From an optimization exercise on the open Yosys and OpenROAD flow, aimed at small area; shortcuts taken in it are not production practice. Function was checked by simulation only, so behaviour that the tests miss may differ from the original. Power is estimated from default activity; no workload was simulated. The clock port is modelled as an ideal driver; clocking choices that lean on that would not hold on a real chip.

File: design/flow/design.v
module modbus_crc16 (
    input  wire [15:0] crc_in,
    input  wire [7:0]  data,
    output reg  [15:0] crc_out
);
    integer b;
    always @(*) begin
        crc_out = crc_in ^ {8'h00, data};
        for (b = 0; b < 8; b = b + 1) begin
            if (crc_out[0])
                crc_out = (crc_out >> 1) ^ 16'hA001;
            else
                crc_out = crc_out >> 1;
        end
    end
endmodule
module modbus_slave (
    input  wire        clk,
    input  wire        rst,
    input  wire [31:0] cfg_baud,
    input  wire [7:0]  cfg_slave_id,
    input  wire [15:0] cfg_base,
    input  wire [15:0] cfg_size,
    input  wire [31:0] cfg_timeout,
    input  wire        poll_req,
    output wire        poll_done,
    output wire [7:0]  alarm_code,
    output wire        busy,
    output wire        fault,
    input  wire        rx_avail,
    input  wire [7:0]  rx_data,
    output wire        rx_pop,
    output wire        tx_push,
    output reg  [7:0]  tx_data,
    output wire        tx_flush_req,
    input  wire        tx_flush_done,
    input  wire [31:0] clk_now,
    input  wire        tick_us,
    input  wire        dir_set,
    output wire        de,
    output wire        de_oe,
    output wire [15:0] st_idx,
    output wire        st_rd,
    input  wire [15:0] st_rdata,
    output wire        st_wr,
    output wire [15:0] st_wdata
);
    localparam L = 63;                       
    localparam [4:0]
        S_IDLE  = 5'd0,
        S_PSTART= 5'd1,
        S_RXA   = 5'd2,      
        S_RXB   = 5'd3,      
        S_RXC   = 5'd4,      
        S_WD0   = 5'd20,     
        S_WD1   = 5'd21,     
        S_DISP  = 5'd5,
        S_DRY   = 5'd6,      
        S_PMR   = 5'd7,
        S_W06   = 5'd8,
        S_TXW   = 5'd9,
        S_TXH   = 5'd10,
        S_RD    = 5'd11,
        S_HI    = 5'd12,
        S_LO    = 5'd13,
        S_CRC1  = 5'd14,
        S_CRC2  = 5'd15,
        S_FLUSH = 5'd16,
        S_HOLD  = 5'd17,
        S_DONE  = 5'd18,
        S_FAULT = 5'd19;
    reg [4:0]  state;
    reg [8*L-1:0] ring;
    reg [5:0]  ph;
    reg [5:0]  cur;
    reg [26:0] acc;
    reg [31:0] last_act;
    reg [15:0] crc;
    reg [16:0] idx;
    reg [4:0]  rem;
    reg [2:0]  md;           
    reg        alarm;
    reg        dir_en;
    reg        first;        
    reg [4:0]  wph;          
    reg        wbr;          
    reg        wgt;          
    wire [7:0] r1 = ring[8*(L-1) +: 8];      
    wire [7:0] r2 = ring[8*(L-2) +: 8];      
    wire [7:0] r3 = ring[8*(L-3) +: 8];
    wire [7:0] r4 = ring[8*(L-4) +: 8];
    wire [7:0] r5 = ring[8*(L-5) +: 8];
    wire [7:0] r6 = ring[8*(L-6) +: 8];
    wire [7:0] r7 = ring[8*(L-7) +: 8];
    function automatic [27:0] add27(input [26:0] a, input [26:0] b, input cin);
        integer k;
        reg c;
        begin
            c = cin;
            for (k = 0; k < 27; k = k + 1) begin
                add27[k] = a[k] ^ b[k] ^ c;
                c = (a[k] & b[k]) | (c & (a[k] ^ b[k]));
            end
            add27[27] = c;
        end
    endfunction
    wire [7:0]  f_id   = r1;
    wire [7:0]  f_fc   = r2;
    wire [15:0] f_addr = {r3, r4};
    wire [15:0] f_qty  = {r5, r6};
    wire [7:0]  f_bc   = r7;
    wire [27:0] sub_w   = add27({11'd0, f_addr}, {11'd0, ~cfg_base}, 1'b1);
    wire [16:0] sub     = {~sub_w[16], sub_w[15:0]};      
    wire        addr_lt = sub[16];
    function automatic gt16(input [15:0] a, input [15:0] b, input cin);
        integer k;
        reg c;
        begin
            c = cin;
            for (k = 0; k < 16; k = k + 1)
                c = (a[k] & ~b[k]) | (~(a[k] ^ b[k]) & c);
            gt16 = c;
        end
    endfunction
    wire        qty_gt  = gt16(f_qty, cfg_size, 1'b0);
    wire        qty_gt29= (f_qty[15:5] != 11'd0) || (f_qty[4:1] == 4'b1111);
    wire [4:0]  qty_sat = (f_qty[15:5] != 11'd0) ? 5'd31 : f_qty[4:0];
    wire [27:0] bc9     = add27({19'd0, f_bc}, 27'd9, 1'b0);
    wire        bc_ok   = (bc9[9:0] == {4'b0000, cur});
    wire        frame_ok= (cur[5:3] != 3'd0) && (f_id == cfg_slave_id) && (crc == 16'd0);
    wire        idx_out = idx[16] | gt16(idx[15:0], cfg_size, 1'b1);
    wire        fast    = (cfg_baud[31:15] != 17'd0) || gt16({1'b0, cfg_baud[14:0]}, 16'd19200, 1'b0);
    wire [14:0] b       = fast ? 15'd20000 : cfg_baud[14:0];
    wire        done    = acc[26];
    wire        exc     = md[2];
    wire        is03    = (md == 3'b001);
    wire        pop     = (state == S_RXC) && (done || first);
    wire        cap     = (state == S_RXA) && rx_avail && (ph == cur);
    wire        ld15 = pop;
    wire        ld35 = (state == S_FLUSH) && tx_flush_done;
    wire        ld   = ld15 | ld35;
    wire [26:0] acc_a = ld15 ? 27'd52108863 :
                        ld35 ? 27'd32108863 : acc;
    wire [27:0] acc_w = add27(acc_a, {12'd0, (tick_us | ld) ? b : 15'd0}, 1'b0);
    wire [26:0] acc_n = acc_w[26:0];
    wire [27:0] ph_inc  = add27({21'd0, ph},  27'd0, 1'b1);
    wire [27:0] wph_inc = add27({22'd0, wph}, 27'd0, 1'b1);
    wire [27:0] cur_inc = add27({21'd0, cur}, 27'd0, 1'b1);
    wire [27:0] idx_inc = add27({10'd0, idx}, 27'd0, 1'b1);
    wire [27:0] rem_dec = add27({22'd0, rem}, {22'd0, 5'b11111}, 1'b0);
    wire [15:0] crc_next;
    modbus_crc16 u_crc (.crc_in(crc), .data(tx_data), .crc_out(crc_next));
    wire        w_n   = clk_now[wph];
    wire        w_l   = last_act[0];
    wire        w_t   = cfg_timeout[wph];
    wire        w_bi  = (wph != 5'd0) && wbr;
    wire        w_gi  = (wph != 5'd0) && wgt;
    wire        w_e   = w_n ^ w_l ^ w_bi;
    wire        w_bo  = (~w_n & w_l) | (~(w_n ^ w_l) & w_bi);
    wire        w_go  = (w_e & ~w_t) | (~(w_e ^ w_t) & w_gi);
    wire txh_last = (md[2] | md[0]) ? (ph == 6'd2) : (ph == 6'd5);
    assign busy         = (state != S_IDLE) && (state != S_FAULT);
    assign fault        = (state == S_FAULT);
    assign poll_done    = (state == S_DONE);
    assign alarm_code   = {7'd0, alarm};
    assign rx_pop       = pop;
    assign tx_push      = (state == S_TXH) || (state == S_HI) || (state == S_LO) ||
                          (state == S_CRC1) || (state == S_CRC2);
    assign tx_flush_req = (state == S_FLUSH);
    assign de_oe        = dir_en;
    assign de           = dir_en && ((state == S_TXH) || (state == S_RD) || (state == S_HI) ||
                                     (state == S_LO) || (state == S_CRC1) || (state == S_CRC2) ||
                                     (state == S_FLUSH));
    assign st_idx       = idx[15:0];
    assign st_wdata     = {r1, r2};
    assign st_rd        = (state == S_RD) && (rem != 5'd0);
    wire   pmr_slot     = ph[0] && ((ph[5:3] != 3'd0) || (ph[2:1] == 2'b11));
    assign st_wr        = !idx_out && (((state == S_W06) && (ph == 6'd4)) ||
                                       ((state == S_PMR) && (rem != 5'd0) && pmr_slot));
    always @(*) begin
        case (state)
        S_HI:   tx_data = st_rdata[15:8];
        S_LO:   tx_data = st_rdata[7:0];
        S_CRC1: tx_data = exc ? crc[15:8] : crc[7:0];
        S_CRC2: tx_data = exc ? crc[7:0]  : crc[15:8];
        S_TXH: begin
            if (ph == 6'd2 && exc)
                tx_data = {6'd0, md[1:0]};
            else if (ph == 6'd2 && is03)
                tx_data = {r4[6:0], 1'b0};           
            else
                tx_data = {r1[7] | (exc && ph == 6'd1), r1[6:0]};
        end
        default: tx_data = r1;
        endcase
    end
    always @(posedge clk) begin
        ring <= {ring[8*(L-1)-1:0], cap ? rx_data : r1};
        ph   <= (ph == L-1 || rst) ? 6'd0 : ph_inc[5:0];
        acc  <= acc_n;
        wbr  <= w_bo;
        wgt  <= w_go;
        if (rst || (state == S_PSTART && rx_avail)) begin
            last_act <= clk_now;
            wph      <= 5'd0;
        end else begin
            last_act <= {last_act[0], last_act[31:1]};
            wph      <= wph_inc[4:0];
        end
        if (state == S_PSTART)
            first <= 1'b1;
        else if (pop)
            first <= 1'b0;
        if ((state == S_DISP || state == S_TXH) && ph == 6'd0) begin
            idx <= sub;
            rem <= qty_sat;
        end
        if (state == S_PSTART || (pop && cur == 6'd63) || (state == S_TXW && ph == L-1))
            crc <= 16'hFFFF;
        else if (((state == S_RXB) && (ph == cur)) ||
                 (state == S_TXH) || (state == S_HI) || (state == S_LO))
            crc <= crc_next;
        if (rst) begin
            state    <= S_IDLE;
            alarm    <= 1'b0;
            dir_en   <= 1'b0;
        end else begin
            case (state)
            S_IDLE: begin
                if (dir_set)
                    dir_en <= 1'b1;
                if (poll_req)
                    state <= S_PSTART;
            end
            S_PSTART: begin
                cur <= 6'd0;
                state <= rx_avail ? S_RXA : S_WD0;
            end
            S_WD0: begin
                if (wph == 5'd31)
                    state <= S_WD1;
            end
            S_WD1: begin
                if (wph == 5'd31) begin
                    if (w_go)
                        alarm <= 1'b1;
                    state <= S_DONE;
                end
            end
            S_RXA: begin
                if (rx_avail) begin
                    if (cur == 6'd63)
                        state <= S_RXC;
                    else if (ph == cur)
                        state <= S_RXB;
                end else if (done) begin
                    state <= S_DISP;         
                end
            end
            S_RXB: begin
                if (ph == cur)
                    state <= S_RXC;
            end
            S_RXC: begin
                if (pop) begin
                    cur   <= cur_inc[5:0];
                    state <= S_RXA;
                end
            end
            S_DISP: begin
                if (ph == 6'd0) begin
                    if (!frame_ok)
                        state <= S_DONE;
                    else if (f_fc == 8'h03) begin
                        if (addr_lt) begin
                            md <= 3'b110; state <= S_TXW;
                        end else if (qty_gt) begin
                            md <= 3'b111; state <= S_TXW;
                        end else if (qty_gt29)
                            state <= S_FAULT;
                        else begin
                            md <= 3'b001; state <= S_DRY;
                        end
                    end else if (f_fc == 8'h06) begin
                        if (addr_lt) begin
                            md <= 3'b110; state <= S_TXW;
                        end else begin
                            md <= 3'b000; state <= S_W06;
                        end
                    end else if (f_fc == 8'h10) begin
                        if (addr_lt) begin
                            md <= 3'b110; state <= S_TXW;
                        end else if (qty_gt) begin
                            md <= 3'b111; state <= S_TXW;
                        end else if (!bc_ok)
                            state <= S_DONE;
                        else begin
                            md <= 3'b000; state <= S_PMR;
                        end
                    end else begin
                        md <= 3'b101; state <= S_TXW;
                    end
                end
            end
            S_DRY: begin
                if (rem == 5'd0)
                    state <= S_TXW;
                else if (idx_out)
                    state <= S_FAULT;
                else begin
                    idx <= idx_inc[16:0];
                    rem <= rem_dec[4:0];
                end
            end
            S_W06: begin
                if (ph == 6'd4)
                    state <= idx_out ? S_FAULT : S_TXW;
            end
            S_PMR: begin
                if (rem == 5'd0)
                    state <= S_TXW;
                else if (ph == L-1)
                    state <= S_FAULT;            
                else if (pmr_slot) begin
                    if (idx_out)
                        state <= S_FAULT;
                    else begin
                        idx <= idx_inc[16:0];
                        rem <= rem_dec[4:0];
                    end
                end
            end
            S_TXW: begin
                if (ph == L-1)
                    state <= S_TXH;
            end
            S_TXH: begin
                if (txh_last)
                    state <= is03 ? S_RD : S_CRC1;
            end
            S_RD: begin
                state <= (rem == 5'd0) ? S_CRC1 : S_HI;
            end
            S_HI: state <= S_LO;
            S_LO: begin
                idx   <= idx_inc[16:0];
                rem   <= rem_dec[4:0];
                state <= S_RD;
            end
            S_CRC1: state <= S_CRC2;
            S_CRC2: state <= S_FLUSH;
            S_FLUSH: begin
                if (tx_flush_done)
                    state <= S_HOLD;
            end
            S_HOLD: begin
                if (done) begin
                    if (!exc)
                        alarm <= 1'b0;
                    state <= S_DONE;
                end
            end
            S_DONE:  state <= S_IDLE;
            S_FAULT: state <= S_FAULT;
            default: state <= S_FAULT;
            endcase
        end
    end
endmodule
File: design/flow/flow/run.sh
#!/bin/bash
# Layout flow: the standard ORFS flow (standard.sh: unchanged synthesis,
# floorplan, placement, routing), except that
#  - every input and output port still gets its own buffer, but a
#    sky130_fd_sc_hd__buf_1 (the resizer upsizes or rebuffers where needed);
#  - clock-tree synthesis runs without dummy load cells.
# Each tool's full output stays in orfs/logs/; make's own output goes to
# flow_make.log in the work folder.
set -euo pipefail
CTS="-sink_clustering_enable -repair_clock_nets -dont_use_dummy_load"
CTS="$CTS -buf_list sky130_fd_sc_hd__clkbuf_16 -sink_clustering_size 30 -sink_clustering_max_diameter 80"
bash standard.sh "CTS_ARGS=$CTS" "BUFFER_PORTS_ARGS=-buffer_cell sky130_fd_sc_hd__buf_1" finish > flow_make.log 2>&1
File: design/flow/standard.sh
#!/bin/bash
# synth_recipe.tcl (not shown) runs the flow's synth.tcl, then flattens the netlist and writes it again
# the make line also repeats each setting of config.mk as NAME=value (left out here)
make -C /OpenROAD-flow-scripts/flow DESIGN_CONFIG=/design/flow/config.mk WORK_HOME=/design/flow/orfs CLKGATE_MAP_FILE= SYNTH_SCRIPT=/design/flow/synth_recipe.tcl "${@:-finish}"
File: design/flow/config.mk
export PLATFORM = sky130hd
export DESIGN_NAME = modbus_slave
export DESIGN_NICKNAME = modbus_slave
export VERILOG_FILES = /design/flow/design.v
export SDC_FILE = /design/flow/constraint.sdc
export NUM_CORES = 4
export LEC_CHECK = 0
export CAP_MARGIN = 20
export CORE_MARGIN = 2
export CORE_UTILIZATION = 58
export CTS_BUF_LIST = sky130_fd_sc_hd__clkbuf_16
export CTS_CLUSTER_DIAMETER = 80
export CTS_CLUSTER_SIZE = 30
export SLEW_MARGIN = 20
File: design/flow/constraint.sdc
create_clock -name core_clock -period 10.0 [get_ports {clk}]
set_input_delay 2.0000 -clock core_clock [delete_from_list [all_inputs] [get_ports {clk}]]
set_output_delay 2.0000 -clock core_clock [all_outputs]
set_load 0.01 [all_outputs]
==> summary.txt, run 1 <==
- Remaining global-route overflow: 0
- Non-filler cells in the finished layout: 2190
- Top delay family on crit path: adder cells
- Worst Path Buf+Inv: 3
- Outcome: timing/DRC/antenna clean
- VDD IR max: 0.186 mV
- GPL Wtd Cong: 0.894
- CTS tree: yes
- Most frequent cell after synthesis: dfxtp_1
- Initial antenna violation count: 2
- Power Dens Cells: 225 nW/um^2
- Die W: 189 um
- Worst slew margin: 40.4%
- Cell Area, Synth: 19800 um^2
- Crit Path Class: input pin to flip-flop
- All-Layer GR Usage: 21.1%
- Hold crit path type: flip-flop to flip-flop
- Fmax: ~100 MHz
- Post-synth top area share: 62.7%
- RSZ-0062 raised after global routing: no
- Placed Cells: 2161
- Vias in the first global route: 11194
- CP Launch Type: input pin
- Endpoints failing hold: 0
- Setup crit end kind: flip-flop
- Pwr Total: 4.87 mW
- Die Footprint: 35700 um^2
- Sequential-to-total area share from yosys stat: 64.1%
- Top_reg_cell synth: dfxtp_1
- I/O Buffers: around 220
- Maximum number of pins on one net before global-route repair: 39
- Sink Count: 631
- Worst Path Arrival: around 10 ns
- Final critical-path share of the clock period: 95.9%
- Critical Path Most Common Cell: ha_1
- Largest cells by area after synthesis: dfxtp_1, ha_1, mux2_2
- Worst r2r src: state[0]$_SDFFE_PP0P_
- Clock Tree Buf Depth: 3
- Rows: 67
- Die height: ~190 um
- Initial Utilization: 59.0%
- List of most frequent post-synthesis cells: dfxtp_1, ha_1, inv_1
- P&R area growth vs syn: 9.08%
- Max FO, Critical Path: 4
- Finished Core Util: 64.4%
- Hpwl dp: 27700 um
- Core ar.: 33600 um^2
- Leakage: 8.89 nW
- Crit-path slowest cell: or4_4
- EDFF count, synth: 9
- CTS clk-pin slew, worst paths: between 0.1 and 0.15 ns
- I/O pin total: 225
- Synthesis Warnings: 2
- Fill cells: 2689
- Count of final setup violators: 0
- First drt pass iteration count: 5
- Async set-or-reset flop fraction in the synthesized netlist: 0%
- Final Max Tran Viols: 0
- Synthesized area per cell: 12.7 um^2
- Clock latency on the worst-skew pair: about 0.57 ns
- 1st-iter DRT viols: 779
- Synth Instances: between 1500 and 2000
- Cell accounting for the most synthesized area: dfxtp_1
- Worst Setup SP: cfg_baud[23]
- Min Tclk post-route: 9.59 ns
- Skew final: 0.0358 ns
- Synth Register Bits: ~630
- Mean number of vias per cell: a little over 5
- Layout cell share with drive strength beyond 1: 9.30%
- Inserted Clock Buffers: 26
- First-pass GRT wire length: ~60000 um
- NumNets Final: between 2000 and 2500
- DR vias: 11365
- Routed Antenna Nets: 0
- Worst stage delay on the critical path: 0.44 ns
- DRC viols: 0
- Detailed Route WL: around 38000 um
- CTS root buffer: clkbuf_16
- Synth cell types: 77
- Hold path start: ring[243]$_DFF_P_
- Critical Path RT: 10.46 ns
- Max H-tree Level: 1
- Worst-margin pin slew: 0.888 ns
- Routed length per instance: 17.1 um
- Maxcap violations: 0
[registers in the layout, indices dropped and copies added (netlist names)]
signal    cells
acc          27
alarm         1
crc          16
cur           6
dir_en        1
first         1
idx          17
last_act     32
md            3
ph            6
rem           5
ring        504
state         5
wbr           1
wgt           1
wph           5
[cell type report]
cell class                 count  area [um^2]  share of cell area [%]
antenna                        1         2.50                  0.0116
clock buffer                  26          651                    3.01
inverter                      81          304                    1.40
multi-input combinational    767         6430                    29.7
sequential                   631        12700                    58.8
tap                          448          561                    2.59
timing repair buffer         236          977                    4.51
[metrics by stage]
stage	setup TNS, ns	area, um^2	setup WS (ns)	hold slack, ns
final	0	21600	0.412	0.299
after floorplan	0	19900	0.0214	0.310
after detailed placement	-1.23	20900	-0.415	0.312
after global routing	0	21600	0.0252	0.303
after CTS	0	21600	0.158	0.294
after global placement	-0.708	20900	-0.282	0.310
[layout by cell type, fill, tap and decap left out, types with 12 or more instances in the layout]
master / instances
mux2i_1: 18
fa_1: 20
dfxtp_1: 622
o211ai_1: 12
nor2b_1: 13
xnor2_1: 28
a211oi_1: 19
xor2_1: 18
nor2_1: 76
nor4_1: 13
and3_1: 12
clkbuf_16: 26
inv_1: 78
mux4_2: 20
and2_1: 12
o22ai_1: 13
nand2_1: 74
a21oi_1: 50
mux2_2: 67
nor3_1: 25
buf_4: 18
ha_1: 85
buf_1: 217
nand3_1: 13
o21ai_0: 27
[per-layer routing]
| layer | up-vias | wire [um] | part of all wire [%] | track usage (%) |
|---|---|---|---|---|
| met5 | - | 0 | 0 | 0 |
| met1 | 5402 | 17800 | 47 | 29.9 |
| met2 | 284 | 17000 | 45 | 34.4 |
| li1 | 5612 | - | - | - |
| met3 | 67 | 1620 | 4.3 | 2.56 |
| met4 | 0 | 1110 | 3.0 | 6.07 |
[final timing paths]
check                 endpoint  slack [ns]  depth (start not counted)
max            acc[25]$_DFF_P_        0.41                         35
min          ring[251]$_DFF_P_        0.30                          0
max reg2reg    acc[25]$_DFF_P_        1.34                         32
min reg2reg  ring[251]$_DFF_P_        0.30                          0
[where the power goes]
part / total (mW) / leakage [nW] / switching (mW) / internal (mW)
sequential: 2.77 / 5.12 / 0.0990 / 2.68
clock: 1.15 / 0.320 / 0.687 / 0.467
combinational: 0.939 / 3.45 / 0.530 / 0.409
[cell families after synthesis]
kind of cell,Yosys count,share of synthesized area [%]
simple gates,287,7.08
fa+ha+maj,115,8.38
buf+inv,167,3.96
other cells,1,0.0189
compound gates,202,6.92
mux,105,6.98
flops,631,64.1
xor+xnor,51,2.56
[repair_timing]
item	4_1_cts	5_1_grt
endpoints found under the setup margin	0	4
hold buffers	0	0
hold endpoints to repair	0	0
buffers inserted	0	1
resized for setup	0	7
==> run 2: changes to the inputs <==
==> design/flow/run.sh (new file) <==
#!/bin/bash
# synth_recipe.tcl (not shown) runs the flow's synth.tcl, then flattens the netlist and writes it again
# the make line also repeats each setting of config.mk as NAME=value (left out here)
make -C /OpenROAD-flow-scripts/flow DESIGN_CONFIG=/design/flow/config.mk WORK_HOME=/design/flow/orfs CLKGATE_MAP_FILE= SYNTH_SCRIPT=/design/flow/synth_recipe.tcl finish
removed: design/flow/flow/run.sh
removed: design/flow/standard.sh
==> run 2 against run 1 <==
Worst setup slack worse by 0.21 ns. Synthesized cell count unchanged. Die area is the same. Critical endpoint is now acc[26]$_DFF_P_. Non-clock buffer count is 8 higher. Synthesized area unchanged. Still clean on timing, DRC and antenna.
==> summary.txt, run 2 <==
- Vias in the first global route: 11495 (+2.7%)
- EDFF count, synth: 9 (unchanged)
- Worst slew margin: 44.7% (+4.3 points)
- Largest family of logic cells by synthesized area: adder cells
- Die W: 189 um (unchanged)
- Cell accounting for the most synthesized area: dfxtp_1
- Final Max Tran Viols: 0 (unchanged)
- 1st-iter DRT viols: 615 (-21%)
- Met2 usage: 36.2% (+1.8 points)
- DRC viols: 0 (unchanged)
- Setup crit end kind: flip-flop
- Synth Instances: 1559 (unchanged)
- Synthesized area per cell: 12.7 um^2 (unchanged)
- CTS root buffer: clkbuf_16
- Leakage: 9.61 nW (+8.0%)
- Hpwl dp: 28400 um (+2.3%)
- VDD IR max: 0.241 mV (+30%)
- Post-synthesis simple-gate area fraction: 7.08% (unchanged)
- Critical Path RT: 10.51 ns (+0.05 ns)
- Inserted Clock Buffers: 26 (unchanged)
- Skew final: 0.0222 ns (-0.0136 ns)
- Placed Cells: 2167 (+0.28%)
- Die Footprint: 35700 um^2 (unchanged)
- Worst-margin pin slew: 0.822 ns (-0.0657 ns)
- Mean number of vias per cell: 5.19 (about the same)
- Initial antenna violation count: 0 (-2)
- GPL Wtd Cong: 0.863 (-3.5%)
- Initial Utilization: 59.0% (unchanged)
- Cell Area, Synth: 19800 um^2 (unchanged)
- Clock latency on the worst-skew pair: 0.59 ns (+0.02 ns)
- Routed length per instance: 17.8 um (+3.8%)
- P&R area growth vs syn: 17.6%
- Synthesis Warnings: 2 (unchanged)
- Maximum number of pins on one net before global-route repair: 39 (unchanged)
- NumNets Final: 2033 (+0.40%)
- Routed Antenna Nets: 0 (unchanged)
- Hold crit path type: flip-flop to flip-flop
- Crit-path slowest cell: or4_4
- Post-route design area: 23300 um^2 (+7.8%)
- RSZ-0062 raised after global routing: yes
- Max FO, Critical Path: 3 (-1)
- GR Util met1: 30.3% (+0.38 points)
- Most frequent cells in the layout: dfxtp_1, clkdlybuf4s50_1, inv_1
- Top_reg_cell synth: dfxtp_1
- First drt pass iteration count: 5 (unchanged)
- Synth Register Bits: 631 (unchanged)
- CTS clk-pin slew, worst paths: 0.11 ns (about the same)
- Sequential-to-total area share from yosys stat: 64.1% (unchanged)
- Post-synthesis compound-gate area fraction: 6.92% (unchanged)
- Post-synthesis adder-cell area fraction: 8.38% (unchanged)
- Fill cells: 2456 (-8.7%)
- Final critical-path share of the clock period: 98.0% (+2.1 points)
- List of most frequent post-synthesis cells: dfxtp_1, ha_1, inv_1
- Async set-or-reset flop fraction in the synthesized netlist: 0% (unchanged)
- I/O Buffers: 217 (unchanged)
- Die height: 189 um (unchanged)
- Power Dens Cells: 220 nW/um^2 (-2.0%)
- # hold bufs at CTS: 0 (unchanged)
- Outcome: timing/DRC/antenna clean
- Post-synth top area share: 62.7% (unchanged)
- Met3 usage: 3.56% (+1.0 points)
- Pwr Total: 5.14 mW (+5.6%)
- Biggest regs: ring x504, last_act x32, acc x27
- Pre-CTS setup slack: -0.779 ns (-0.364 ns)
- Endpoints failing hold: 0 (unchanged)
- Synth cell types: 77 (unchanged)
- Count of final setup violators: 0 (unchanged)
- Detailed Route WL: 39300 um (+4.7%)
- Rows: 67 (unchanged)
- Sink Count: 631 (unchanged)
- Fmax: 102 MHz (-2.2%)
- Maxcap violations: 0 (unchanged)
- Min Tclk post-route: 9.80 ns (+0.214 ns)
- Grt peak-use layer: met2
- Post-Synth XOR/XNOR Area: 2.56% (unchanged)
- Clock Tree Buf Depth: 3 (unchanged)
- CP Launch Type: input pin
- Max reg flops: 504 (unchanged)
- Fin worst setup slack: 0.198 ns (-0.214 ns)
- Critical Path Most Common Cell: fa_2
- CTS tree: yes
- Layout cell share with drive strength beyond 1: 11.0% (+1.7 points)
- Mux share of post-synthesis cell area: 6.98% (unchanged)
- Reg with most FFs: ring
- Non-filler cells in the finished layout: 2208 (+0.82%)
- Worst Path Arrival: 10.32 ns (+0.28 ns)
- Largest cells by area after synthesis: dfxtp_1, ha_1, mux2_2
- Crit Path Class: input pin to flip-flop
- Remaining global-route overflow: 0 (unchanged)
- Dpl cell area: 22300 um^2 (+6.7%)
- Worst stage delay on the critical path: 0.44 ns (about the same)
- I/O pin total: 225 (unchanged)
- Max H-tree Level: 1 (unchanged)
- Diode count: 0 (-1)
- Core ar.: 33600 um^2 (unchanged)
- First-pass GRT wire length: 62100 um (+3.6%)
- All-Layer GR Usage: 22.0% (+0.85 points)
- Most frequent cell after synthesis: dfxtp_1
- Commonest non-fill, non-tap cell in the layout: dfxtp_1
- DR vias: 11453 (+0.77%)
run 2: critical path, delay by kind of cell:
kind            cells  cell delay [ns]
fa+ha+maj          26             6.33
buf+inv             3             0.52
simple gates        5             1.15
xor+xnor            1             0.11
compound gates      1             0.21
run 2: timing repair:
item                                    in CTS  in global routing
endpoints found under the setup margin       3                  4
gates resized for setup                      7                 27
pin swaps                                    5                  5
gates cloned                                 0                  0
buffers inserted                             1                  2
run 2: power by group:
group | switching [mW] | internal, mW
clock | 0.739 | 0.555
combinational | 0.561 | 0.521
sequential | 0.0912 | 2.68
total | 1.39 | 3.75
run 2: through the flow:
step,hold slack [ns],setup TNS (ns),utilization (%)
after floorplan,0.310,0,-
after global placement,0.310,-2.48,66.4
after detailed placement,0.312,-3.28,66.4
after CTS,0.324,-0.00289,68.9
after global routing,0.322,-0.0229,69.4
final,0.324,0,69.4
run 2: routing by layer:
| metal | share of wire (%) | routed length (um) | up-vias |
|---|---|---|---|
| li1 | - | - | 5652 |
| met1 | 46 | 18000 | 5448 |
| met2 | 46 | 18300 | 288 |
| met3 | 5.0 | 1950 | 65 |
| met4 | 2.9 | 1130 | 0 |
| met5 | 0 | 0 | - |
run 2: logic make-up (layout without fill, tap and decap cells):
kind of cell    count (synthesis)  count (layout)
compound gates                202             202
mux                           105             105
fa+ha+maj                     115             115
buf+inv                       167             362
xor+xnor                       51              51
other cells                     1               7
simple gates                  287             287
flops                         631             631
run 2: final timing paths:
check / slack [ns] / from / depth (start not counted) / endpoint
worst max-delay path: 0.20 / cfg_baud[17] / 36 / acc[26]$_DFF_P_
worst min-delay path: 0.32 / ring[18]$_DFF_P_ / 0 / ring[26]$_DFF_P_
worst max register to register: 1.38 / state[3]$_SDFFE_PP0P_ / 34 / acc[26]$_DFF_P_
worst min register to register: 0.32 / ring[18]$_DFF_P_ / 0 / ring[26]$_DFF_P_
run 2: cell type report:
cell class	instances	area [um^2]	area share, %
clock inverter	10	131	0.563
clock buffer	27	676	2.89
inverter	81	304	1.30
timing repair buffer	244	2400	10.3
tap	448	561	2.40
multi-input combinational	767	6550	28.0
sequential	631	12700	54.5
==> run 3: changes to the inputs <==
--- a/design/flow/design.v
+++ b/design/flow/design.v
@@ -74,10 +74,11 @@
     reg [5:0]  ph;
     reg [5:0]  cur;
     reg [26:0] acc;
+    reg        acc_c;
     reg [31:0] last_act;
     reg [15:0] crc;
-    reg [16:0] idx;
-    reg [4:0]  rem;
+    wire [16:0] idx = acc[16:0];
+    wire [4:0]  rem = cur[4:0];
     reg [2:0]  md;           
     reg        alarm;
     reg        dir_en;
@@ -125,8 +126,8 @@
     wire        qty_gt  = gt16(f_qty, cfg_size, 1'b0);
     wire        qty_gt29= (f_qty[15:5] != 11'd0) || (f_qty[4:1] == 4'b1111);
     wire [4:0]  qty_sat = (f_qty[15:5] != 11'd0) ? 5'd31 : f_qty[4:0];
-    wire [27:0] bc9     = add27({19'd0, f_bc}, 27'd9, 1'b0);
-    wire        bc_ok   = (bc9[9:0] == {4'b0000, cur});
+    wire [27:0] lenm9   = add27({21'd0, cur}, 27'd55, 1'b0);   
+    wire        bc_ok   = (f_bc[7:6] == 2'd0) && (f_bc[5:0] == lenm9[5:0]) && (cur != 6'd8);
     wire        frame_ok= (cur[5:3] != 3'd0) && (f_id == cfg_slave_id) && (crc == 16'd0);
     wire        idx_out = idx[16] | gt16(idx[15:0], cfg_size, 1'b1);
     wire        fast    = (cfg_baud[31:15] != 17'd0) || gt16({1'b0, cfg_baud[14:0]}, 16'd19200, 1'b0);
@@ -139,14 +140,9 @@
     wire        ld15 = pop;
     wire        ld35 = (state == S_FLUSH) && tx_flush_done;
     wire        ld   = ld15 | ld35;
-    wire [26:0] acc_a = ld15 ? 27'd52108863 :
-                        ld35 ? 27'd32108863 : acc;
-    wire [27:0] acc_w = add27(acc_a, {12'd0, (tick_us | ld) ? b : 15'd0}, 1'b0);
-    wire [26:0] acc_n = acc_w[26:0];
     wire [27:0] ph_inc  = add27({21'd0, ph},  27'd0, 1'b1);
     wire [27:0] wph_inc = add27({22'd0, wph}, 27'd0, 1'b1);
     wire [27:0] cur_inc = add27({21'd0, cur}, 27'd0, 1'b1);
-    wire [27:0] idx_inc = add27({10'd0, idx}, 27'd0, 1'b1);
     wire [27:0] rem_dec = add27({22'd0, rem}, {22'd0, 5'b11111}, 1'b0);
     wire [15:0] crc_next;
     modbus_crc16 u_crc (.crc_in(crc), .data(tx_data), .crc_out(crc_next));
@@ -177,6 +173,18 @@
     wire   pmr_slot     = ph[0] && ((ph[5:3] != 3'd0) || (ph[2:1] == 2'b11));
     assign st_wr        = !idx_out && (((state == S_W06) && (ph == 6'd4)) ||
                                        ((state == S_PMR) && (rem != 5'd0) && pmr_slot));
+    wire        ldsub = (state == S_DISP || state == S_TXH) && ph == 6'd0;
+    wire        step  = (state == S_DRY) || ((state == S_PMR) && pmr_slot) || (state == S_LO);
+    wire        cnt   = (state == S_RXA) || (state == S_RXB) || (state == S_RXC) || (state == S_HOLD);
+    localparam [26:0] K15 = 27'd52108863;    
+    localparam [26:0] K35 = 27'd32108863;    
+    wire [16:0] acc_a = ld15  ? K15[16:0] :
+                        ld35  ? K35[16:0] :
+                        ldsub ? sub : acc[16:0];
+    wire [16:0] acc_b = (ld | (tick_us & cnt)) ? {2'd0, b} : {16'd0, step};
+    wire [27:0] acc_w = add27({10'd0, acc_a}, {10'd0, acc_b}, 1'b0);
+    wire [27:0] acc_h = add27({17'd0, acc[26:17]}, 27'd0, acc_c);
+    wire [26:0] acc_n = {ld15 ? K15[26:17] : ld35 ? K35[26:17] : acc_h[9:0], acc_w[16:0]};
     always @(*) begin
         case (state)
         S_HI:   tx_data = st_rdata[15:8];
@@ -198,6 +206,7 @@
         ring <= {ring[8*(L-1)-1:0], cap ? rx_data : r1};
         ph   <= (ph == L-1 || rst) ? 6'd0 : ph_inc[5:0];
         acc  <= acc_n;
+        acc_c <= acc_w[17];
         wbr  <= w_bo;
         wgt  <= w_go;
         if (rst || (state == S_PSTART && rx_avail)) begin
@@ -211,10 +220,10 @@
             first <= 1'b1;
         else if (pop)
             first <= 1'b0;
-        if ((state == S_DISP || state == S_TXH) && ph == 6'd0) begin
-            idx <= sub;
-            rem <= qty_sat;
-        end
+        if (ldsub)
+            cur <= {1'b0, qty_sat};
+        else if (step)
+            cur <= {1'b0, rem_dec[4:0]};
         if (state == S_PSTART || (pop && cur == 6'd63) || (state == S_TXW && ph == L-1))
             crc <= 16'hFFFF;
         else if (((state == S_RXB) && (ph == cur)) ||
@@ -308,8 +317,6 @@
                 else if (idx_out)
                     state <= S_FAULT;
                 else begin
-                    idx <= idx_inc[16:0];
-                    rem <= rem_dec[4:0];
                 end
             end
             S_W06: begin
@@ -325,8 +332,6 @@
                     if (idx_out)
                         state <= S_FAULT;
                     else begin
-                        idx <= idx_inc[16:0];
-                        rem <= rem_dec[4:0];
                     end
                 end
             end
@@ -343,8 +348,6 @@
             end
             S_HI: state <= S_LO;
             S_LO: begin
-                idx   <= idx_inc[16:0];
-                rem   <= rem_dec[4:0];
                 state <= S_RD;
             end
             S_CRC1: state <= S_CRC2;
==> run 3 against run 2 <==
Clock skew about the same. Global-route usage increased by 0.93 points. Wire length decreased by 2.5%. Total power decreased by 2.8%. Combinational power decreased by 9%. Utilization decreased by 0.27 points. Critical path depth decreased by 8. Clock power about the same. Non-clock buffer count decreased by 13. Synthesized cell count decreased by 5.4%. Largest cell class unchanged.
==> summary.txt, run 3 <==
- Critical Path RT: 10.47 ns (-0.04 ns)
- VDD IR max: 0.177 mV (-27%)
- Routed length per instance: 18.5 um (+4.2%)
- Reg2reg path depth: 26 (-24%)
- Inserted Clock Buffers: 27 (+3.8%)
- Cell accounting for the most synthesized area: dfxtp_1
- Skew final: 0.0225 ns (+0.000273 ns)
- CTS clk-pin slew, worst paths: 0.11 ns (about the same)
- Commonest non-fill, non-tap cell in the layout: dfxtp_1
- Max H-tree Level: 1 (unchanged)
- Hold crit path type: flip-flop to flip-flop
- RSZ-0062 raised after global routing: no
- Sink Count: 610 (-3.3%)
- Die height: 184 um (-2.7%)
- Die Footprint: 33800 um^2 (-5.3%)
- EDFF count, synth: 3 (-6)
- I/O pin total: 225 (unchanged)
- Largest cells by area after synthesis: dfxtp_1, ha_1, fa_1
- First-pass GRT wire length: 59900 um (-3.6%)
- Final critical-path share of the clock period: 88.1% (-9.9 points)
- Worst slew margin: 29.2% (-16 points)
- Initial antenna violation count: 0 (unchanged)
- Rows: 65 (-3.0%)
- List of most frequent post-synthesis cells: dfxtp_1, nand2_1, inv_1
- Fmax: 114 MHz (+11%)
- Biggest regs: ring x504, last_act x32, acc x27
- Reg with most FFs: ring
- DR vias: 10952 (-4.4%)
- Setup crit end kind: flip-flop
- Synth Instances: 1475 (-5.4%)
- First drt pass iteration count: 5 (unchanged)
- Count of final setup violators: 0 (unchanged)
- Maximum number of pins on one net before global-route repair: 38 (-2.6%)
- Vias in the first global route: 10999 (-4.3%)
- Die W: 184 um (-2.7%)
- I/O Buffers: 217 (unchanged)
- Async set-or-reset flop fraction in the synthesized netlist: 0% (unchanged)
- 1st-iter DRT viols: 641 (+4.2%)
- Synth Register Bits: 610 (-3.3%)
- Max reg flops: 504 (unchanged)
- GPL Wtd Cong: 0.920 (+6.6%)
- Mean number of vias per cell: 5.30 (+2.1%)
- CP Launch Type: input pin
- Worst Path Arrival: 9.28 ns (-1.04 ns)
- DRC viols: 0 (unchanged)
- CTS root buffer: clkbuf_16
- Pwr Total: 5.00 mW (-2.8%)
- Cell Area, Synth: 18800 um^2 (-5.4%)
- All-Layer GR Usage: 22.9% (+0.93 points)
- CTS tree: yes
- Hpwl dp: 27700 um (-2.3%)
- Final Max Tran Viols: 0 (unchanged)
- Leakage: 8.93 nW (-7.0%)
- Clock Tree Buf Depth: 3 (unchanged)
- Synthesized area per cell: 12.7 um^2 (about the same)
- Layout cell share with drive strength beyond 1: 7.21% (-3.8 points)
- Post-cts sizing count: 0 (-7)
- Most frequent cells in the layout: dfxtp_1, clkdlybuf4s50_1, nand2_1
- Maxcap violations: 0 (unchanged)
- P&R area growth vs syn: 16.8%
- Power Dens Cells: 228 nW/um^2 (+3.5%)
- Diode count: 0 (unchanged)
- Postcts setup bufs: 0 (-1)
- Outcome: timing/DRC/antenna clean
- Core ar.: 31700 um^2 (-5.6%)
- Remaining global-route overflow: 0 (unchanged)
- Detailed Route WL: 38300 um (-2.5%)
- Initial Utilization: 59.2% (+0.15 points)
- Endpoints failing hold: 0 (unchanged)
- Routed Antenna Nets: 0 (unchanged)
- Clock latency on the worst-skew pair: 0.58 ns (about the same)
- Most frequent cell after synthesis: dfxtp_1
- Crit Path Class: input pin to flip-flop
- Sequential-to-total area share from yosys stat: 65.2% (+1.1 points)
- Synth cell types: 74 (-3.9%)
- Top_reg_cell synth: dfxtp_1
- Worst hold path depth: 0 (unchanged)
- Worst-margin pin slew: 1.06 ns (+0.241 ns)
- NumNets Final: 1920 (-5.6%)
- Post-synth top area share: 64.7% (+2.0 points)
- Max FO, Critical Path: 10 (+7)
- Synthesis Warnings: 2 (unchanged)
- Fin Setup TNS: 0 ns (unchanged)
- Min Tclk post-route: 8.81 ns (-0.995 ns)
- # hold bufs at CTS: 0 (unchanged)
## run 3: cell types whose count changed after synthesis, sizes merged, moves of 7 or more
cell	delta
nor2	-16
mux2	-27
a211oi	-12
o21ai	+22
nand2b	+7
o22ai	-10
ha	-21
dfxtp	-15
a21o	+8
a21oi	-8
and2	+11
inv	-15
## run 3: cells by family (layout without fill, tap and decap cells)
kind of cell,count (synthesis),after routing,synth area share (%)
mux,78,78,5.76
buf+inv,149,333,3.88
compound gates,210,210,7.50
fa+ha+maj,94,94,7.46
other cells,1,7,0.0200
xor+xnor,45,45,2.33
simple gates,288,288,7.84
flops,610,610,65.2
## run 3: report_power, final
group          switching, mW  leakage (nW)  internal [mW]
Clock                  0.743         0.391          0.516
Sequential             0.146          4.95           2.61
Combinational          0.498          3.58          0.484
## run 3: area by class of cell
class,count,area (um^2)
inverter,67,251
timing repair buffer,231,2300
fill,2271,9780
sequential,610,12200
clock buffer,27,676
multi-input combinational,722,5840
clock inverter,8,126
tap,402,503
## run 3: critical path: stages
cell	delay (ns)
clkdlybuf4s50_1	0.49
nor4_1	0.08
a21oi_1	0.16
o21ai_0	0.09
nand2_1	0.06
a21o_1	0.18
a21oi_1	0.06
buf_4	0.18
a21o_1	0.18
ha_1	0.19
fa_1	0.38
fa_1	0.40
fa_1	0.39
fa_1	0.40
fa_1	0.40
fa_1	0.39
fa_1	0.39
fa_1	0.39
fa_1	0.40
fa_1	0.39
fa_1	0.39
fa_1	0.37
inv_1	0.07
fa_1	0.17
fa_1	0.16
inv_1	0.04
ha_1	0.19
ha_1	0.29
## run 3: final timing paths
kind | startpoint | endpoint | slack, ns
hold reg to reg | ring[48]$_DFF_P_ | ring[56]$_DFF_P_ | 0.33
setup reg to reg | state[4]$_SDFFE_PP0P_ | acc[16]$_DFF_P_ | 1.41
hold / removal | ring[48]$_DFF_P_ | ring[56]$_DFF_P_ | 0.33
setup / recovery | cfg_baud[7] | acc[16]$_DFF_P_ | 1.19
## run 3: per-layer routing
| layer | wire (um) | vias up | share of wire [%] | global-route usage (%) |
|---|---|---|---|---|
| met4 | 986 | 0 | 2.6 | 6.05 |
| met2 | 17900 | 332 | 47 | 38.8 |
| met1 | 17000 | 5253 | 44 | 30.4 |
| li1 | - | 5313 | - | - |
| met5 | 0 | - | 0 | 0 |
| met3 | 2360 | 54 | 6.2 | 4.24 |
## run 3: metrics by stage
| step | area [um^2] | setup WS, ns | util [%] | instances | hold WS [ns] |
|---|---|---|---|---|---|
| floorplan | 18800 | 1.38 | - | 1481 | 0.310 |
| CTS | 21900 | 1.23 | 69.1 | 2066 | 0.330 |
| global route | 21900 | 0.983 | 69.2 | 2067 | 0.331 |
| global placement | 21100 | 0.679 | 66.5 | 2031 | 0.311 |
| detailed placement | 21100 | 0.620 | 66.5 | 2031 | 0.312 |
| finish | 21900 | 1.19 | 69.2 | 2067 | 0.328 |
==> run 4: changes to the inputs <==
==> design/flow/flow/run.sh (new file) <==
#!/bin/bash
# Layout flow: the standard ORFS flow (standard.sh: unchanged synthesis,
# floorplan, placement, routing), except that
#  - every input and output port still gets its own buffer, but a
#    sky130_fd_sc_hd__buf_1 (the resizer upsizes or rebuffers where needed);
#  - clock-tree synthesis runs without dummy load cells.
# Each tool's full output stays in orfs/logs/; make's own output goes to
# flow_make.log in the work folder.
set -euo pipefail
CTS="-sink_clustering_enable -repair_clock_nets -dont_use_dummy_load"
CTS="$CTS -buf_list sky130_fd_sc_hd__clkbuf_16 -sink_clustering_size 30 -sink_clustering_max_diameter 80"
bash standard.sh "CTS_ARGS=$CTS" "BUFFER_PORTS_ARGS=-buffer_cell sky130_fd_sc_hd__buf_1" finish > flow_make.log 2>&1
==> design/flow/standard.sh (new file) <==
#!/bin/bash
# synth_recipe.tcl (not shown) runs the flow's synth.tcl, then flattens the netlist and writes it again
# the make line also repeats each setting of config.mk as NAME=value (left out here)
make -C /OpenROAD-flow-scripts/flow DESIGN_CONFIG=/design/flow/config.mk WORK_HOME=/design/flow/orfs CLKGATE_MAP_FILE= SYNTH_SCRIPT=/design/flow/synth_recipe.tcl "${@:-finish}"
removed: design/flow/run.sh
==> run 4 against run 3 <==
Still clean. Global-route usage is 1.5 points lower. Via count fell by 1.3%. Clock skew rose by 0.024 ns. Utilization down 4.8 points. Worst setup slack gained 0.21 ns. First-iteration DRC count down 5.3%. Sequential share of layout area is 4.1 points higher. Wire length fell by 5.9%. Sequential power is essentially flat. Clock-buffer cell count is 1 lower. Highest routed layer unchanged.
==> summary.txt, run 4 <==
- Top delay family on crit path: adder cells
- Commonest non-fill, non-tap cell in the layout: dfxtp_1
- Fmax: 116 MHz (+2.4%)
- Outcome: timing/DRC/antenna clean
- Leakage: 8.28 nW (-7.3%)
- Synth Instances: 1475 (unchanged)
- WHS: 0.317 ns (-0.0106 ns)
- Sink Count: 610 (unchanged)
- First-pass GRT wire length: 56400 um (-5.9%)
- Inserted Clock Buffers: 26 (-3.7%)
- Rows: 65 (unchanged)
- Finished Core Util: 64.4% (-4.8 points)
- Cell accounting for the most synthesized area: dfxtp_1
- Pre-CTS setup slack: 0.914 ns (+0.294 ns)
- Hpwl dp: 26300 um (-5.1%)
- CP Launch Type: flip-flop
- Remaining global-route overflow: 0 (unchanged)
- Post-cts sizing count: 0 (unchanged)
- Count of final setup violators: 0 (unchanged)
- Routed Antenna Nets: 0 (unchanged)
- Non-filler cells in the finished layout: 2058 (-0.44%)
- Max FO, Critical Path: 19 (+9)
- Dpl cell area: 19800 um^2 (-6.4%)
- Placed Cells: 2031 (unchanged)
- # hold bufs at CTS: 0 (unchanged)
- Fin worst setup slack: 1.40 ns (+0.207 ns)
- Hold crit path type: flip-flop to flip-flop
- Maxcap violations: 0 (unchanged)
- Reg with most FFs: ring
- CTS clk-pin slew, worst paths: 0.10 ns (about the same)
- DR vias: 10807 (-1.3%)
- Async set-or-reset flop fraction in the synthesized netlist: 0% (unchanged)
- Crit Path Class: flip-flop to flip-flop
- Synth cell types: 74 (unchanged)
- Initial Utilization: 59.2% (unchanged)
- Min Tclk post-route: 8.60 ns (-0.207 ns)
- Fin Setup TNS: 0 ns (unchanged)
- NumNets Final: 1919 (-0.052%)
- Pwr Total: 4.78 mW (-4.3%)
- Setup crit end kind: flip-flop
- Layout cell share with drive strength beyond 1: 6.76% (-0.44 points)
- Clock Tree Buf Depth: 3 (unchanged)
- Top_reg_cell synth: dfxtp_1
- CTS root buffer: clkbuf_16
- Synthesis Warnings: 2 (unchanged)
- VDD IR max: 0.198 mV (+12%)
- Most frequent cells in the layout: dfxtp_1, buf_1, nand2_1
- Vias in the first global route: 10613 (-3.5%)
- Critical Path Most Common Cell: fa_1
- EDFF count, synth: 3 (unchanged)
- Crit-path slowest cell: dfxtp_1
- Critical Path RT: 10.43 ns (-0.04 ns)
- Synth Register Bits: 610 (unchanged)
- 1st-iter DRT viols: 607 (-5.3%)
- Die Footprint: 33800 um^2 (unchanged)
- Initial antenna violation count: 1 (+1)
- Final critical-path share of the clock period: 86.0% (-2.1 points)
- First drt pass iteration count: 6 (+1)
- Diode count: 0 (unchanged)
- Postcts setup bufs: 0 (unchanged)
- Power Dens Cells: 234 nW/um^2 (+2.7%)
- Biggest regs: ring x504, last_act x32, acc x27
- GPL Wtd Cong: 0.912 (-0.89%)
- All-Layer GR Usage: 21.4% (-1.5 points)
- RSZ-0062 raised after global routing: no
- Final Max Tran Viols: 0 (unchanged)
- Maximum number of pins on one net before global-route repair: 41 (+7.9%)
- Most frequent cell after synthesis: dfxtp_1
- Core ar.: 31700 um^2 (unchanged)
- Cell Area, Synth: 18800 um^2 (unchanged)
- Post-route design area: 20400 um^2 (-6.9%)
- Synthesized area per cell: 12.7 um^2 (unchanged)
- Max H-tree Level: 1 (unchanged)
- Skew final: 0.0464 ns (+0.0239 ns)
- Sequential-to-total area share from yosys stat: 65.2% (unchanged)
- Die W: 184 um (unchanged)
- Worst Path Buf+Inv: 3 (-1)
- I/O pin total: 225 (unchanged)
- Worst stage delay on the critical path: 0.80 ns (+0.31 ns)
- Worst Path Arrival: 9.03 ns (-0.25 ns)
- I/O Buffers: 217 (unchanged)
- DRC viols: 0 (unchanged)
- Max reg flops: 504 (unchanged)
- Routed length per instance: 17.5 um (-5.5%)
- CTS tree: yes
- Mean number of vias per cell: 5.25 (-0.89%)
- P&R area growth vs syn: 8.81%
- Detailed Route WL: 36100 um (-5.9%)
- Endpoints failing hold: 0 (unchanged)
- List of most frequent post-synthesis cells: dfxtp_1, nand2_1, inv_1
- Die height: 184 um (unchanged)
- Worst r2r src: state[4]$_SDFFE_PP0P_
- Worst Setup SP: state[4]$_SDFFE_PP0P_
- Post-synth top area share: 64.7% (unchanged)
- Clock latency on the worst-skew pair: 0.57 ns (about the same)
- Largest cells by area after synthesis: dfxtp_1, ha_1, fa_1
- Worst slew margin: 30.8% (+1.6 points)
- Hold path start: ring[7]$_DFF_P_
- Worst-margin pin slew: 1.04 ns (-0.0247 ns)
## run 4: cell types whose count changed in the layout (fill, tap and decap cells not counted), sizes merged
cell,delta
buf,+217
clkbuf,-1
clkdlybuf4s50,-217
clkinv,-1
clkinvlp,-1
inv,-6
## run 4: power breakdown
group | total, mW | switching (mW) | leakage, nW | internal [mW]
combinational | 0.904 | 0.507 | 3.01 | 0.397
sequential | 2.75 | 0.134 | 4.95 | 2.61
clock | 1.13 | 0.666 | 0.320 | 0.466
## run 4: worst paths after layout
kind / endpoint / slack (ns) / depth (start not counted)
setup / recovery: acc[16]$_DFF_P_ / 1.40 / 25
hold / removal: ring[15]$_DFF_P_ / 0.32 / 0
setup reg to reg: acc[16]$_DFF_P_ / 1.40 / 25
hold reg to reg: ring[15]$_DFF_P_ / 0.32 / 0
## run 4: metal layers
metal	vias to the layer above	global-route usage, %	share of wire, %
met5	-	0	0
met3	39	4.04	6.7
li1	5310	-	-
met4	0	3.97	1.7
met2	348	35.1	45
met1	5110	30.0	47
## run 4: area by class of cell
| cell class | count | area [um^2] |
|---|---|---|
| clock buffer | 26 | 651 |
| sequential | 610 | 12200 |
| tap | 402 | 503 |
| fill | 2476 | 11300 |
| inverter | 67 | 251 |
| timing repair buffer | 231 | 940 |
| multi-input combinational | 722 | 5840 |
## run 4: logic make-up after synthesis
group | count (synthesis) | synth area share (%)
AO/OA/AOI/OAI | 210 | 7.50
XOR/XNOR | 45 | 2.33
adder cells (fa/ha/maj) | 94 | 7.46
buffers and inverters | 149 | 3.88
flip-flops | 610 | 65.2
multiplexers | 78 | 5.76
other | 1 | 0.0200
AND/OR/NAND/NOR | 288 | 7.84
==> run 5: changes to the inputs <==
--- a/design/flow/flow/run.sh
+++ b/design/flow/flow/run.sh
@@ -8,5 +8,5 @@
 # flow_make.log in the work folder.
 set -euo pipefail
 CTS="-sink_clustering_enable -repair_clock_nets -dont_use_dummy_load"
-CTS="$CTS -buf_list sky130_fd_sc_hd__clkbuf_16 -sink_clustering_size 30 -sink_clustering_max_diameter 80"
+CTS="$CTS -buf_list sky130_fd_sc_hd__clkbuf_4 -sink_clustering_size 12 -sink_clustering_max_diameter 40"
 bash standard.sh "CTS_ARGS=$CTS" "BUFFER_PORTS_ARGS=-buffer_cell sky130_fd_sc_hd__buf_1" finish > flow_make.log 2>&1
==> run 5 against run 4 <==
Synthesized area did not move. Clock power fell by 12%. Final cell count rose by 2.2%. Design area fell by 0.62%. Non-clock buffer count did not move. Maximum frequency rose by 1.1%. Via count rose by 2.7%. Critical path depth did not move. Sequential share of layout area rose by 0.38 points. Register-to-register slack improved by 0.09 ns. Critical path type unchanged.
==> summary.txt, run 5 <==
- Outcome: timing/DRC/antenna clean
- Reg2reg path depth: 25 (unchanged)
- Sw Share: 28.5% (+1.2 points)
- Rows: 65 (unchanged)
- Sink Count: 610 (unchanged)
- Inserted Clock Buffers: 69 (+170%)
- Initial Utilization: 59.2% (unchanged)
- Fmax: 118 MHz (+1.1%)
- Pwr Total: 4.66 mW (-2.6%)
- Skew final: 0.126 ns (+0.0798 ns)
- Reg power frac: 59.0% (+1.6 points)
- Non-filler cells in the finished layout: 2103 (+2.2%)
- # hold bufs at CTS: 0 (unchanged)
- Post-synth top area share: 64.7% (unchanged)
- Reg-to-Reg End: acc[16]$_DFF_P_
- Die height: 184 um (unchanged)
- CTS tree: yes
- All-Layer GR Usage: 21.9% (+0.51 points)
- Synth Register Bits: 610 (unchanged)
- Max Used Layer: met4
- DR WL met3: 2350 um (-2.9%)
- Reg2Reg Setup Slack: 1.49 ns (+0.09 ns)
- Worst Hold Endpoint: ring[422]$_DFF_P_
- Sequential-to-total area share from yosys stat: 65.2% (unchanged)
- EDFF count, synth: 3 (unchanged)
- Maximum number of pins on one net before global-route repair: 41 (unchanged)
- Maxcap violations: 0 (unchanged)
- DR vias: 11095 (+2.7%)
- Power Dens Cells: 229 nW/um^2 (-2.0%)
- First drt pass iteration count: 6 (unchanged)
- Max FO, Critical Path: 19 (unchanged)
- Crit-path slowest cell: dfxtp_1
- GPL Wtd Cong: 0.912 (unchanged)
- CTS root buffer: clkbuf_4
- Critical Path Most Common Cell: fa_1
- Initial antenna violation count: 2 (+1)
- Final critical-path share of the clock period: 85.1% (-0.94 points)
- Detailed Route WL: 36200 um (+0.48%)
- Remaining global-route overflow: 0 (unchanged)
- I/O Buffers: 217 (unchanged)
- Die W: 184 um (unchanged)
- Mean number of vias per cell: 5.28 (+0.47%)
- Die Footprint: 33800 um^2 (unchanged)
- Fin Setup TNS: 0 ns (unchanged)
- Postcts setup bufs: 0 (unchanged)
- Worst hold path depth: 0 (unchanged)
- Synthesized area per cell: 12.7 um^2 (unchanged)
- First-pass GRT wire length: 57100 um (+1.2%)
- Largest cells by area after synthesis: dfxtp_1, ha_1, fa_1
- DRC viols: 0 (unchanged)
- I/O pin total: 225 (unchanged)
- Clock power share: 21.6% (-2.1 points)
- Routed length per instance: 17.2 um (-1.7%)
- VDD IR max: 0.153 mV (-23%)
- Worst stage delay on the critical path: 0.80 ns (about the same)
- Met1 WL: 16900 um (-0.27%)
- RSZ-0062 raised after global routing: no
- Worst-margin pin slew: 1.09 ns (+0.0498 ns)
- Clock latency on the worst-skew pair: 0.72 ns (+0.15 ns)
- Clock Tree Buf Depth: 3 (unchanged)
- Critical Path RT: 10.59 ns (+0.16 ns)
- Max H-tree Level: 3 (+2)
- Cell Area, Synth: 18800 um^2 (unchanged)
- Pint: 3.33 mW (-4.2%)
- Setup crit end kind: flip-flop
- Biggest regs: ring x504, last_act x32, acc x27
- List of most frequent post-synthesis cells: dfxtp_1, nand2_1, inv_1
- Net Sw Power: 1.33 mW (+1.6%)
- Placed Cells: 2031 (unchanged)
- Core ar.: 31700 um^2 (unchanged)
- Worst Path Arrival: 9.10 ns (+0.07 ns)
- CP Launch Type: flip-flop
- Reg with most FFs: ring
- Hold path start: ring[414]$_DFF_P_
- Fill cells: 2517 (+1.7%)
- NumNets Final: 1962 (+2.2%)
- Synth cell types: 74 (unchanged)
- Post-cts sizing count: 0 (unchanged)
- Endpoints failing hold: 0 (unchanged)
- Finished Core Util: 64.0% (-0.40 points)
- Count of final setup violators: 0 (unchanged)
- Async set-or-reset flop fraction in the synthesized netlist: 0% (unchanged)
- Final Max Tran Viols: 0 (unchanged)
- Vias in the first global route: 10951 (+3.2%)
- Synthesis Warnings: 2 (unchanged)
- Most frequent cells in the layout: dfxtp_1, buf_1, nand2_1
- DR WL met2: 15900 um (-1.2%)
- Max reg flops: 504 (unchanged)
- Layout cell share with drive strength beyond 1: 9.12% (+2.4 points)
- Top_reg_cell synth: dfxtp_1
- Routed Antenna Nets: 0 (unchanged)
- Worst r2r src: state[4]$_SDFFE_PP0P_
- Leakage: 8.28 nW (about the same)
- Commonest non-fill, non-tap cell in the layout: dfxtp_1
- Hpwl dp: 26300 um (unchanged)
- Logic gate share of total power: 19.4% (+0.5 points)
- Synth Instances: 1475 (unchanged)
- Min Tclk post-route: 8.51 ns (-0.0945 ns)
- Hold crit path type: flip-flop to flip-flop
- CTS clk-pin slew, worst paths: 0.11 ns (about the same)
- P&R area growth vs syn: 8.13%
- Worst slew margin: 27.5% (-3.3 points)
- Crit Path Class: flip-flop to flip-flop
- Cell accounting for the most synthesized area: dfxtp_1
- 1st-iter DRT viols: 667 (+9.9%)
- Most frequent cell after synthesis: dfxtp_1
run 5: cell counts after synthesis:
Identical to the previous run, type by type.
run 5: layer usage:
metal  global-route usage, %  up-vias
li1                        -     5419
met1                    30.5     5218
met2                    34.4      380
met3                    4.10       78
met4                    8.03        0
met5                       0        -
run 5: cells by family (layout without fill, tap and decap cells):
kind of cell	Yosys count	in the layout	share of synthesized area, %
adder cells (fa/ha/maj)	94	94	7.46
flip-flops	610	610	65.2
buffers and inverters	149	367	3.88
AND/OR/NAND/NOR	288	288	7.84
XOR/XNOR	45	45	2.33
other	1	9	0.0200
AO/OA/AOI/OAI	210	210	7.50
multiplexers	78	78	5.76
run 5: power groups by stage:
stage | Combinational [mW] | Sequential [mW] | Clock (mW)
CTS | 0.901 | 2.75 | 1.06
global route | 1.02 | 2.77 | 1.15
finish | 0.905 | 2.75 | 1.00
floorplan | 0.723 | 2.73 | 0
global placement | 0.885 | 2.80 | 0
detailed placement | 0.896 | 2.80 | 0
run 5: worst max path at each step:
stage | cells after the start | to | slack (ns) | from
2_1_floorplan | 23 | acc[16]$_DFF_P_ | 1.38 | tx_flush_done
3_3_place_gp | 25 | acc[16]$_DFF_P_ | 1.06 | tx_flush_done
3_5_place_dp | 25 | acc[16]$_DFF_P_ | 0.91 | tx_flush_done
4_1_cts | 25 | acc[16]$_DFF_P_ | 1.57 | state[4]$_SDFFE_PP0P_
5_1_grt | 27 | acc[16]$_DFF_P_ | 1.11 | state[4]$_SDFFE_PP0P_
6_report | 25 | acc[16]$_DFF_P_ | 1.49 | state[4]$_SDFFE_PP0P_
run 5: cell type report:
class / instances / area [um^2] / share of cell area, %
Antenna cell: 2 / 5.00 / 0.0247
Clock buffer: 69 / 518 / 2.55
Multi-Input combinational cell: 722 / 5840 / 28.8
Sequential cell: 610 / 12200 / 60.3
Inverter: 67 / 251 / 1.24
Timing Repair Buffer: 231 / 940 / 4.63
Tap cell: 402 / 503 / 2.48
run 5: worst max-delay path, delay by kind of cell (launching register included):
family,cells,cell delay [ns]
compound gates,4,1.12
fa+ha+maj,17,5.69
buf+inv,3,0.60
flops,1,0.80
simple gates,1,0.25
run 5: per-stage QoR:
stage          hold WS (ns)  worst slack, ns  instance area (um^2)
2_1_floorplan         0.310             1.38                 18800
5_1_grt               0.260             1.11                 20300
6_report              0.268             1.49                 20300
3_5_place_dp          0.312            0.914                 19800
3_3_place_gp          0.310             1.06                 19800
4_1_cts               0.258             1.57                 20300
==> run 6: changes to the inputs <==
--- a/design/flow/flow/run.sh
+++ b/design/flow/flow/run.sh
@@ -8,5 +8,5 @@
 # flow_make.log in the work folder.
 set -euo pipefail
 CTS="-sink_clustering_enable -repair_clock_nets -dont_use_dummy_load"
-CTS="$CTS -buf_list sky130_fd_sc_hd__clkbuf_4 -sink_clustering_size 12 -sink_clustering_max_diameter 40"
+CTS="$CTS -buf_list sky130_fd_sc_hd__clkbuf_16 -sink_clustering_size 34 -sink_clustering_max_diameter 85"
 bash standard.sh "CTS_ARGS=$CTS" "BUFFER_PORTS_ARGS=-buffer_cell sky130_fd_sc_hd__buf_1" finish > flow_make.log 2>&1
==> design/flow/config.mk (replaced) <==
export PLATFORM = sky130hd
export DESIGN_NAME = modbus_slave
export DESIGN_NICKNAME = modbus_slave
export VERILOG_FILES = /design/flow/design.v
export SDC_FILE = /design/flow/constraint.sdc
export NUM_CORES = 4
export LEC_CHECK = 0
export CAP_MARGIN = 20
export CORE_MARGIN = 2
export CORE_UTILIZATION = 66
export SLEW_MARGIN = 20
==> run 6 against run 5 <==
Still clean. Combinational power grew 1%. First-iteration DRC count rose by 24%. Sequential share of layout area about the same. Critical endpoint unchanged.
==> summary.txt, run 6 <==
- I/O Buffers: 217 (unchanged)
- All-Layer GR Usage: 26.2% (+4.3 points)
- NumNets Final: 1915 (-2.4%)
- I/O pin total: 225 (unchanged)
- Reg with most FFs: ring
- Setup crit end kind: flip-flop
- Maximum number of pins on one net before global-route repair: 38 (-7.3%)
- RSZ-0062 raised after global routing: no
- List of most frequent post-synthesis cells: dfxtp_1, nand2_1, inv_1
- Worst slew margin: 31.3% (+3.8 points)
- Fmax: 118 MHz (+0.34%)
- EDFF count, synth: 3 (unchanged)
- Cell accounting for the most synthesized area: dfxtp_1
- Top_reg_cell synth: dfxtp_1
- Post-route design area: 20300 um^2 (about the same)
- Fill cells: 1936 (-23%)
- Diode count: 0 (-2)
- CTS tree: yes
- Layout cell share with drive strength beyond 1: 6.54% (-2.6 points)
- Synth Register Bits: 610 (unchanged)
- # hold bufs at CTS: 0 (unchanged)
- Post-synth top area share: 64.7% (unchanged)
- Inserted Clock Buffers: 23 (-67%)
- CTS root buffer: clkbuf_16
- Most frequent cell after synthesis: dfxtp_1
- Final critical-path share of the clock period: 84.8% (-0.29 points)
- Synth Instances: 1475 (unchanged)
- Core ar.: 27900 um^2 (-12%)
- P&R area growth vs syn: 8.21% (about the same)
- First drt pass iteration count: 6 (unchanged)
- Fin Setup TNS: 0 ns (unchanged)
- Vias in the first global route: 11405 (+4.1%)
- Synthesized area per cell: 12.7 um^2 (unchanged)
- Die Footprint: 29800 um^2 (-12%)
- Max reg flops: 504 (unchanged)
- Sink Count: 610 (unchanged)
- Synthesis Warnings: 2 (unchanged)
- Commonest non-fill, non-tap cell in the layout: dfxtp_1
- Worst Path Arrival: 8.93 ns (-0.17 ns)
- Cell Area, Synth: 18800 um^2 (unchanged)
- Rows: 61 (-6.2%)
- Detailed Route WL: 39100 um (+7.7%)
- Largest cells by area after synthesis: dfxtp_1, ha_1, fa_1
- Sequential-to-total area share from yosys stat: 65.2% (unchanged)
- Count of final setup violators: 0 (unchanged)
- Synth cell types: 74 (unchanged)
- Worst Setup SP: state[4]$_SDFFE_PP0P_
- DRC viols: 0 (unchanged)
- Power Dens Cells: 235 nW/um^2 (+2.4%)
- Postcts setup bufs: 0 (unchanged)
- Min Tclk post-route: 8.48 ns (-0.0291 ns)
- First-pass GRT wire length: 61500 um (+7.8%)
- Final Max Tran Viols: 0 (unchanged)
- Initial Utilization: 67.2% (+8.0 points)
- Clock Tree Buf Depth: 3 (unchanged)
- Reg2reg path depth: 25 (unchanged)
- Storage cell area: 12200 um^2 (unchanged)
- Reg2Reg Setup Slack: 1.52 ns (+0.03 ns)
- GPL Wtd Cong: 0.940 (+3.1%)
- Area occupied by multi-input gates: 5840 um^2 (unchanged)
- Async set-or-reset flop fraction in the synthesized netlist: 0% (unchanged)
- DR vias: 11022 (-0.66%)
- Endpoints failing hold: 0 (unchanged)
- Die height: 173 um (-6.1%)
- Mean number of vias per cell: 5.43 (+2.9%)
- Max H-tree Level: 1 (-2)
- Crit Path Class: flip-flop to flip-flop
- Routed Antenna Nets: 0 (unchanged)
- Reg-to-Reg End: acc[16]$_DFF_P_
- CTS clk-pin slew, worst paths: 0.12 ns (about the same)
- VDD IR max: 0.226 mV (+48%)
- Dpl cell area: 19700 um^2 (-0.19%)
- Hpwl dp: 27500 um (+4.6%)
- Most frequent cells in the layout: dfxtp_1, buf_1, nand2_1
- Critical Path RT: 10.45 ns (-0.14 ns)
- Biggest regs: ring x504, last_act x32, acc x27
- Routed length per instance: 19.2 um (+12%)
- Worst hold path depth: 0 (unchanged)
- Skew final: 0.0539 ns (-0.0722 ns)
- Post-cts sizing count: 0 (unchanged)
- Crit path capture: acc[16]$_DFF_P_
- Initial antenna violation count: 3 (+1)
- Outcome: timing/DRC/antenna clean
- CP Launch Type: flip-flop
- Max FO, Critical Path: 19 (unchanged)
- Clock latency on the worst-skew pair: 0.56 ns (-0.16 ns)
- Leakage: 8.24 nW (-0.47%)
- 1st-iter DRT viols: 824 (+24%)
- Worst-margin pin slew: 1.03 ns (-0.0599 ns)
- Die W: 173 um (-6.1%)
- Maxcap violations: 0 (unchanged)
- Hold crit path type: flip-flop to flip-flop
- Remaining global-route overflow: 0 (unchanged)
- Worst r2r src: state[4]$_SDFFE_PP0P_
-- run 6: report_power, final --
group / internal, mW / switching (mW)
registers: 2.61 / 0.151
logic: 0.396 / 0.522
clock network: 0.417 / 0.674
-- run 6: metal layers --
metal | up-vias | global-route usage (%) | part of all wire (%)
met5 | - | 0 | 0.026
met4 | 2 | 8.37 | 3.3
met3 | 84 | 4.77 | 6.6
met2 | 366 | 44.7 | 48
met1 | 5274 | 34.2 | 42
li1 | 5296 | - | -
-- run 6: layout make-up --
type,count,share of cell area (%)
flip-flops and latches,610,60.3
inverters,67,1.24
repair buffers,230,4.59
well taps,378,2.33
multi-input cells,722,28.8
clock buffers,23,2.83
-- run 6: logic make-up (layout without fill, tap and decap cells) --
group / Yosys count / after routing / synth area share (%)
compound gates: 210 / 210 / 7.50
xor+xnor: 45 / 45 / 2.33
fa+ha+maj: 94 / 94 / 7.46
buf+inv: 149 / 320 / 3.88
flops: 610 / 610 / 65.2
mux: 78 / 78 / 5.76
other cells: 1 / 7 / 0.0200
simple gates: 288 / 288 / 7.84
-- run 6: worst min path at each step --
stage / startpoint / endpoint / slack, ns
final: ring[23]$_DFF_P_ / ring[31]$_DFF_P_ / 0.28
after CTS: ring[23]$_DFF_P_ / ring[31]$_DFF_P_ / 0.28
after detailed placement: ring[4]$_DFF_P_ / ring[12]$_DFF_P_ / 0.31
after global routing: ring[23]$_DFF_P_ / ring[31]$_DFF_P_ / 0.27
after global placement: ring[307]$_DFF_P_ / ring[315]$_DFF_P_ / 0.31
after floorplan: ring[92]$_DFF_P_ / ring[100]$_DFF_P_ / 0.31
-- run 6: per-stage QoR --
stage                     total power, mW  std cells  hold WS (ns)  util, %  setup slack, ns
after floorplan                      3.46       1481         0.310        -             1.38
after global placement               3.68       2006         0.311     70.6             1.20
after global routing                 4.99       2030         0.270     72.7             1.10
after CTS                            4.79       2029         0.278     72.6             1.54
after detailed placement             3.72       2006         0.312     70.6             1.03
final                                4.77       2030         0.278     72.7             1.52
-- run 6: critical path: stages, from the launching register on --
cell       delay [ns]
dfxtp_1          0.83
clkinv_1         0.53
nand2_1          0.21
o21ai_0          0.09
o2111ai_1        0.40
a21oi_1          0.29
a21o_1           0.24
ha_1             0.19
fa_1             0.37
fa_1             0.38
fa_1             0.39
fa_1             0.39
fa_1             0.39
fa_1             0.39
fa_1             0.39
fa_1             0.39
fa_1             0.40
fa_1             0.39
fa_1             0.39
fa_1             0.37
inv_1            0.08
fa_1             0.18
fa_1             0.16
inv_1            0.04
ha_1             0.19
ha_1             0.31

-- afterwards: timing with drivers on the ports --
In the flow no input, the clock included, has a driving cell. The finished layouts below were timed again as built, in two steps.
Step 1, drivers: a clkbuf_16 drives clk and a buf_2 each remaining input, both assumed.
Step 2, shift: input delay + t, output delay - t, t = (earliest + latest rising clock arrival at the registers) / 2. This alone moves slack from input paths to output paths.
Slacks: ideal ports / drivers / drivers and shift; pairs: ideal ports / drivers.
run | shift t [ns] | setup WS [ns]
run 1 | 0.603 | 0.412 / 0.444 / -0.159
run 2 | 0.629 | 0.198 / 0.228 / -0.401
run 3 | 0.617 | 1.192 / 1.217 / 0.600
run 4 | 0.595 | 1.399 / 1.399 / 0.890
run 5 | 0.708 | 1.494 / 1.494 / 0.948
run 6 | 0.587 | 1.523 / 1.523 / 1.056
With both steps, setup timing fails in run 1 and run 2, where it was met with ideal ports.
